What follows belongs to an exercise in optimizing a design on an open flow for small area, a short achievable clock period and few clock cycles; a production flow would make more cautious choices.
Function was checked by simulation only, so behaviour that the tests miss may differ from the original.
Power is estimated from default activity; no workload was simulated.

### flow/run.sh
#!/bin/bash
# synth_recipe.tcl (not shown) runs the flow's synth.tcl, then flattens the netlist and writes it again
# the make line also repeats each setting of config.mk as NAME=value (left out here)
make -C /OpenROAD-flow-scripts/flow DESIGN_CONFIG=/design/flow/config.mk WORK_HOME=/design/flow/orfs CLKGATE_MAP_FILE= SYNTH_SCRIPT=/design/flow/synth_recipe.tcl finish
### flow/config.mk
export PLATFORM = sky130hd
export DESIGN_NAME = btcp_rx_check
export DESIGN_NICKNAME = btcp_rx_check
export VERILOG_FILES = /design/flow/design.v
export SDC_FILE = /design/flow/constraint.sdc
export NUM_CORES = 4
export LEC_CHECK = 0
export CAP_MARGIN = 20
export CORE_MARGIN = 2
export CORE_UTILIZATION = 40
export SLEW_MARGIN = 20
### flow/constraint.sdc
create_clock -name core_clock -period 6.0 [get_ports {clk}]
set_input_delay 1.2000 -clock core_clock [delete_from_list [all_inputs] [get_ports {clk}]]
set_output_delay 1.2000 -clock core_clock [all_outputs]
set_load 0.01 [all_outputs]
### flow/design.v
module btcp_rx_check (
    input  wire        clk,
    input  wire        rst,
    input  wire        in_valid,
    output wire        in_ready,
    input  wire [31:0] in_data,
    input  wire        in_last,
    input  wire [2:0]  in_nbytes,    
    output wire        res_valid,
    input  wire        res_ready,
    output wire [1:0]  res_status,   
    output wire [15:0] res_seq,
    output wire [15:0] res_ack,
    output wire [7:0]  res_flags,
    output wire [7:0]  res_win,
    output wire [15:0] res_dlen,
    output wire [15:0] res_csum,     
    output wire [15:0] res_calc,     
    output wire        res_csum_ok,
    output wire [2:0]  res_type,
    output wire [9:0]  res_plen
);
    localparam [1:0] S_IDLE  = 2'd0,    
                     S_SHIFT = 2'd1,    
                     S_RES   = 2'd2;    
    localparam [10:0] MAX_IMAGE = 11'd1018;
    localparam [2:0] T_UNCLASSIFIED = 3'd0,
                     T_SYN          = 3'd1,
                     T_ACK          = 3'd2,
                     T_FIN          = 3'd3,
                     T_SYN_ACK      = 3'd4,
                     T_FIN_ACK      = 3'd5,
                     T_DATA         = 3'd6;
    reg [1:0]  state;
    reg [31:0] word;       
    reg [2:0]  nleft;      
    reg        wlast;      
    reg [10:0] count;      
    reg        over;       
    reg [15:0] crc;
    reg [79:0] hdr;        
    wire [7:0] cur_byte = word[31:24];
    wire [7:0] crc_byte = (count == 11'd8 || count == 11'd9) ? 8'h00 : cur_byte;
    reg [15:0] crc_next;
    integer i;
    always @* begin
        crc_next = crc ^ {crc_byte, 8'h00};
        for (i = 0; i < 8; i = i + 1)
            crc_next = crc_next[15] ? ({crc_next[14:0], 1'b0} ^ 16'h1021)
                                    : {crc_next[14:0], 1'b0};
    end
    always @(posedge clk) begin
        if (rst) begin
            state <= S_IDLE;
            nleft <= 3'd0;
            wlast <= 1'b0;
            count <= 11'd0;
            over  <= 1'b0;
            crc   <= 16'h0000;
        end else begin
            case (state)
            S_IDLE: begin
                if (in_valid) begin
                    word  <= in_data;
                    nleft <= in_last ? in_nbytes : 3'd4;
                    wlast <= in_last;
                    state <= S_SHIFT;
                end
            end
            S_SHIFT: begin
                if (!over) begin
                    if (count == MAX_IMAGE) begin
                        over <= 1'b1;
                    end else begin
                        count <= count + 11'd1;
                        crc   <= crc_next;
                        if (count < 11'd10)
                            hdr <= {hdr[71:0], cur_byte};
                    end
                end
                word  <= {word[23:0], 8'h00};
                nleft <= nleft - 3'd1;
                if (nleft == 3'd1)
                    state <= wlast ? S_RES : S_IDLE;
            end
            S_RES: begin
                if (res_ready) begin
                    state <= S_IDLE;
                    count <= 11'd0;
                    over  <= 1'b0;
                    crc   <= 16'h0000;
                end
            end
            default: state <= S_IDLE;
            endcase
        end
    end
    assign in_ready  = (state == S_IDLE);
    assign res_valid = (state == S_RES);
    assign res_status = over               ? 2'd2 :
                        (count < 11'd10)   ? 2'd1 : 2'd0;
    assign res_seq   = hdr[79:64];
    assign res_ack   = hdr[63:48];
    assign res_flags = hdr[47:40];
    assign res_win   = hdr[39:32];
    assign res_dlen  = hdr[31:16];
    assign res_csum  = hdr[15:0];
    assign res_calc  = crc;
    assign res_csum_ok = (crc == hdr[15:0]);
    wire [10:0] plen_full = count - 11'd10;
    assign res_plen = plen_full[9:0];
    reg [2:0] type_r;
    always @* begin
        case (hdr[47:40])
        8'h02:   type_r = T_SYN;
        8'h10:   type_r = T_ACK;
        8'h01:   type_r = T_FIN;
        8'h12:   type_r = T_SYN_ACK;
        8'h11:   type_r = T_FIN_ACK;
        default: type_r = (count != 11'd10) ? T_DATA : T_UNCLASSIFIED;
        endcase
    end
    assign res_type = type_r;
endmodule
==> run notes <==
[cells by family (layout without fill, tap and decap cells)]
kind of cell / Yosys count / after routing / share of synthesized area (%)
AND/OR/NAND/NOR: 172 / 172 / 13.29
AO/OA/AOI/OAI: 52 / 52 / 5.550
buffers and inverters: 30 / 198 / 2.300
XOR/XNOR: 59 / 59 / 8.968
flip-flops: 146 / 146 / 68.20
adder cells (fa/ha/maj): 8 / 8 / 1.688
[per-stage QoR]
step | instances | setup slack (ns) | util, %
2_1_floorplan | 467 | 1.443 | -
3_3_place_gp | 787 | 2.060 | 52.56
3_5_place_dp | 787 | 1.979 | 52.59
4_1_cts | 819 | 1.523 | 56.30
5_1_grt | 819 | 1.395 | 56.30
6_report | 819 | 1.530 | 56.30
[cells in the mapped netlist (2+ instances only)]
cell type  count
a21oi_1       18
clkbuf_1      14
nor2b_1        4
and2_1        11
xor2_2         2
inv_1          9
o21ai_1        4
or4_4          2
xnor2_1       36
nor4_1         3
and3_1         2
a22o_1        10
a221o_1        2
buf_1          2
nand2b_1       6
or3_1          2
o21ai_2        3
buf_6          2
buf_4          2
nand4_1        9
dfxtp_1       34
nor2_1        20
xor2_1        21
nand2_1       94
ha_1           8
nand3_1       10
o21ai_0       10
edfxtp_1     112
nor3_1         5
[power by group]
part           internal [W]  switching (W)  leakage [nW]  total (W)
Sequential          0.00116      0.0000577          1.32    0.00122
Clock              0.000607       0.000372         0.264   0.000979
Combinational      0.000183       0.000166          1.36   0.000349
[placed cells by master, fill, tap and decap left out, drive strengths merged, types with 6 or more instances in the layout]
| master | synthesis | final |
|---|---|---|
| ha | 8 | 8 |
| a22o | 10 | 10 |
| nand3 | 10 | 10 |
| clkdlybuf4s50 | 0 | 153 |
| dfxtp | 34 | 34 |
| and2 | 11 | 11 |
| xnor2 | 36 | 36 |
| a21oi | 18 | 18 |
| nor2 | 20 | 20 |
| nand4 | 9 | 9 |
| nand2b | 6 | 6 |
| nand2 | 94 | 94 |
| clkbuf | 14 | 25 |
| o21ai | 17 | 17 |
| edfxtp | 112 | 112 |
| inv | 9 | 9 |
| xor2 | 23 | 23 |
[state kept, by name, summed over array words and instances, names as in the netlist]
name / flops
count: 11
crc: 16
hdr: 80
nleft: 3
over: 1
state: 2
wlast: 1
word: 32
[worst max path at each step]
stage | from | endpoint | depth (start not counted)
floorplan | count[4]$_SDFFE_PP0P_ | hdr[0]$_DFFE_PP_ | 5
global placement | count[4]$_SDFFE_PP0P_ | res_type[2] | 7
detailed placement | count[4]$_SDFFE_PP0P_ | res_type[2] | 7
CTS | count[4]$_SDFFE_PP0P_ | res_type[2] | 7
global route | count[4]$_SDFFE_PP0P_ | res_type[2] | 7
finish | count[4]$_SDFFE_PP0P_ | res_type[2] | 7
[final cells by class]
cell class	instances	area (µm²)
well taps	184	230.2
repair buffers	157	1562
inverters	9	33.78
flip-flops and latches	146	4044
fillers	1237	6351
clock inverters	7	83.83
multi-input cells	291	1774
clock buffers	25	455.4
[layer usage]
layer  up-vias  global-route usage [%]  wire length (µm)
met5         -                       0                 0
met4         0                   7.498               254
met3        19                   5.565              1035
met2       154                   24.83              5854
met1      1861                   20.30              5637
li1       1942                       -                 -
==> results.json <==
{
  "post_drt_wl_per_cell_um": 15.61,
  "power_density_mw_per_mm2": 311.5,
  "dp_hpwl_mm": 9.074,
  "p_total_w": 0.002549,
  "drv_slew": 0,
  "origin_of_the_worst_min_delay_path": "hdr[26]$_DFFE_PP_",
  "whs_path_depth": 0,
  "die-width_um": 125.8,
  "number_of_clock_buffers_inserted_by_tritoncts": 17,
  "critical_path.max_fanout": 11,
  "route.detailed.vias_per_inst": 4.855,
  "yosys_register_bits": 146,
  "grt_pass1_vias": 3825,
  "final_min_period_over_clock_period_pct": 74.51,
  "cts_tree": "done",
  "clk_lat_worst_skew_ns": 0.42,
  "grtUsageTotal_pct": 16.02,
  "p_leak_nw": 2.938,
  "port_buffers": 153,
  "grt_first_pass_wirelength_mm": 19.60,
  "ir_drop_uv": 217.1,
  "critical_path.slowest_cell": "or4_4",
  "worst-endpoint-arrival_ns": 3.27,
  "syn_nets": 515,
  "synthDominantCellAreaShare_pct": 56.72,
  "clk_path_buf_depth": 2,
  "clkTransAtPathRegs_ns": 0.05,
  "dieHeight_um": 125.8,
  "setup-tns-final_ns": 0,
  "holdWs_ns": 0.4449,
  "run_status": "finished clean",
  "core_mm2": 0.01453,
  "worstRegToRegCells": 4,
  "cts_num_sinks": 146,
  "antenna_violations_before_repair": 0,
  "synth_edf_count": 112,
  "slew-limit-headroom_pct": 32.59,
  "layout_cells_sized_above_1_pct": 5.827,
  "worst_ep_required_time_ns": 4.80,
  "crit_top_cell": "or4_4",
  "post_synth.cell_area_avg_um2": 12.70,
  "seq_area_frac_synth_pct": 68.20,
  "worst_clock_skew_ns": 0.008158,
  "timing.final.setup_violations": 0,
  "worst_path_largest_cell_delay_ns": 0.59,
  "timing.hold.worst_endpoint": "hdr[34]$_DFFE_PP_",
  "critPathLaunchType": "flop",
  "worst_r2r_startpoint": "count[4]$_SDFFE_PP0P_",
  "critPathCaptureType": "output pin",
  "die_area_mm2": 0.01581,
  "finalWorstPathRequiredPeriod_ns": 4.470,
  "drt-initial-drc-count": 259,
  "cts.repair.resized": 0,
  "unrepaired_setup_endpoints_after_global_routing": "no",
  "worstSetupPathType": "reg2out",
  "effective_utilization_at_floorplan_pct": 40.80,
  "placementRows": 44,
  "cts-root-buf": "clkbuf_16",
  "worstMarginPinSlew_ns": 1.011,
  "number_of_max_cap_violations": 0,
  "grt_max_degree": 81,
  "crit_path_cell_trace": "or4_4, or4_4, or2_1, nand2_1, o21ai_1, a221o_1, clkdlybuf4s50_1",
  "hold_viol_final": 0,
  "area.growth.synth_to_final_pct": 38.00,
  "postSynth.topFlopCell": "edfxtp_1",
  "cts_htree_levels": 4,
  "grt-ovfl-total": 0,
  "nNetsFinal": 670,
  "routabilityCongestion": 0.7828,
  "combined_area_of_all_synthesized_cells_mm2": 0.005929,
  "routed-via-count": 3976,
  "critPathBufInv": 1,
  "dr.pass1.iters": 4,
  "final_design_area_excluding_fillers_mm2": 0.008183,
  "synthDominantAreaCellType": "edfxtp_1",
  "cts.hold.buffers_added": 0,
  "post-cts-setup-buffers": 0,
  "synth.distinct_cells": 39,
  "worst-r2r-setup-slack_ns": 2.97,
  "yosys_warnings": 1,
  "async_flop_share_pct": 0,
  "drt.antenna.violating_nets": 0,
  "holdCritPathClass": "reg2reg",
  "synth_top_cells_by_area": "edfxtp_1 57%, dfxtp_1 11%, nand2_1 6.0%, xnor2_1 5.3%, xor2_1 3.1%",
  "drc_errors": 0,
  "num_antenna_cells": 0,
  "wl_mm": 12.78,
  "area_after_detailed_placement_mm2": 0.007644,
  "boundaryPins": 154,
  "cpLargestDelayFamily": "simple AND/OR/NAND/NOR gates",
  "reg2reg_capture_point": "hdr[0]$_DFFE_PP_",
  "timing.fmax_mhz": 223.7,
  "netlist_instances": 467
}
Testbench counts, summed over its fixed seeds: cycles 138,433.

[separate check: timing with driven ports]
The results above use ideal ports. As a check the final layout listed here was re-extracted and re-timed, cells and wires unchanged.
Step 1, drivers: a clkbuf_16 drives clk and a buf_2 each remaining input, both assumed.
Step 2 times the ports against the registers' clock, not the clock port: input delays grow and output delays shrink by t, the midpoint of the rising clock arrivals with the driver on.
Slacks: ideal / step 1 / step 2; pairs: ideal / step 1.
t, ns: 0.452
setup WS [ns]: 1.530 / 1.492 / 1.943
worst setup path after step 2: register to output
clock arrival spread, ns: 0.009 / 0.009
After both steps setup and hold are still met in this run. For this run, drivers alone change the setup slack by -0.038 ns; drivers and shift together by +0.413 ns.
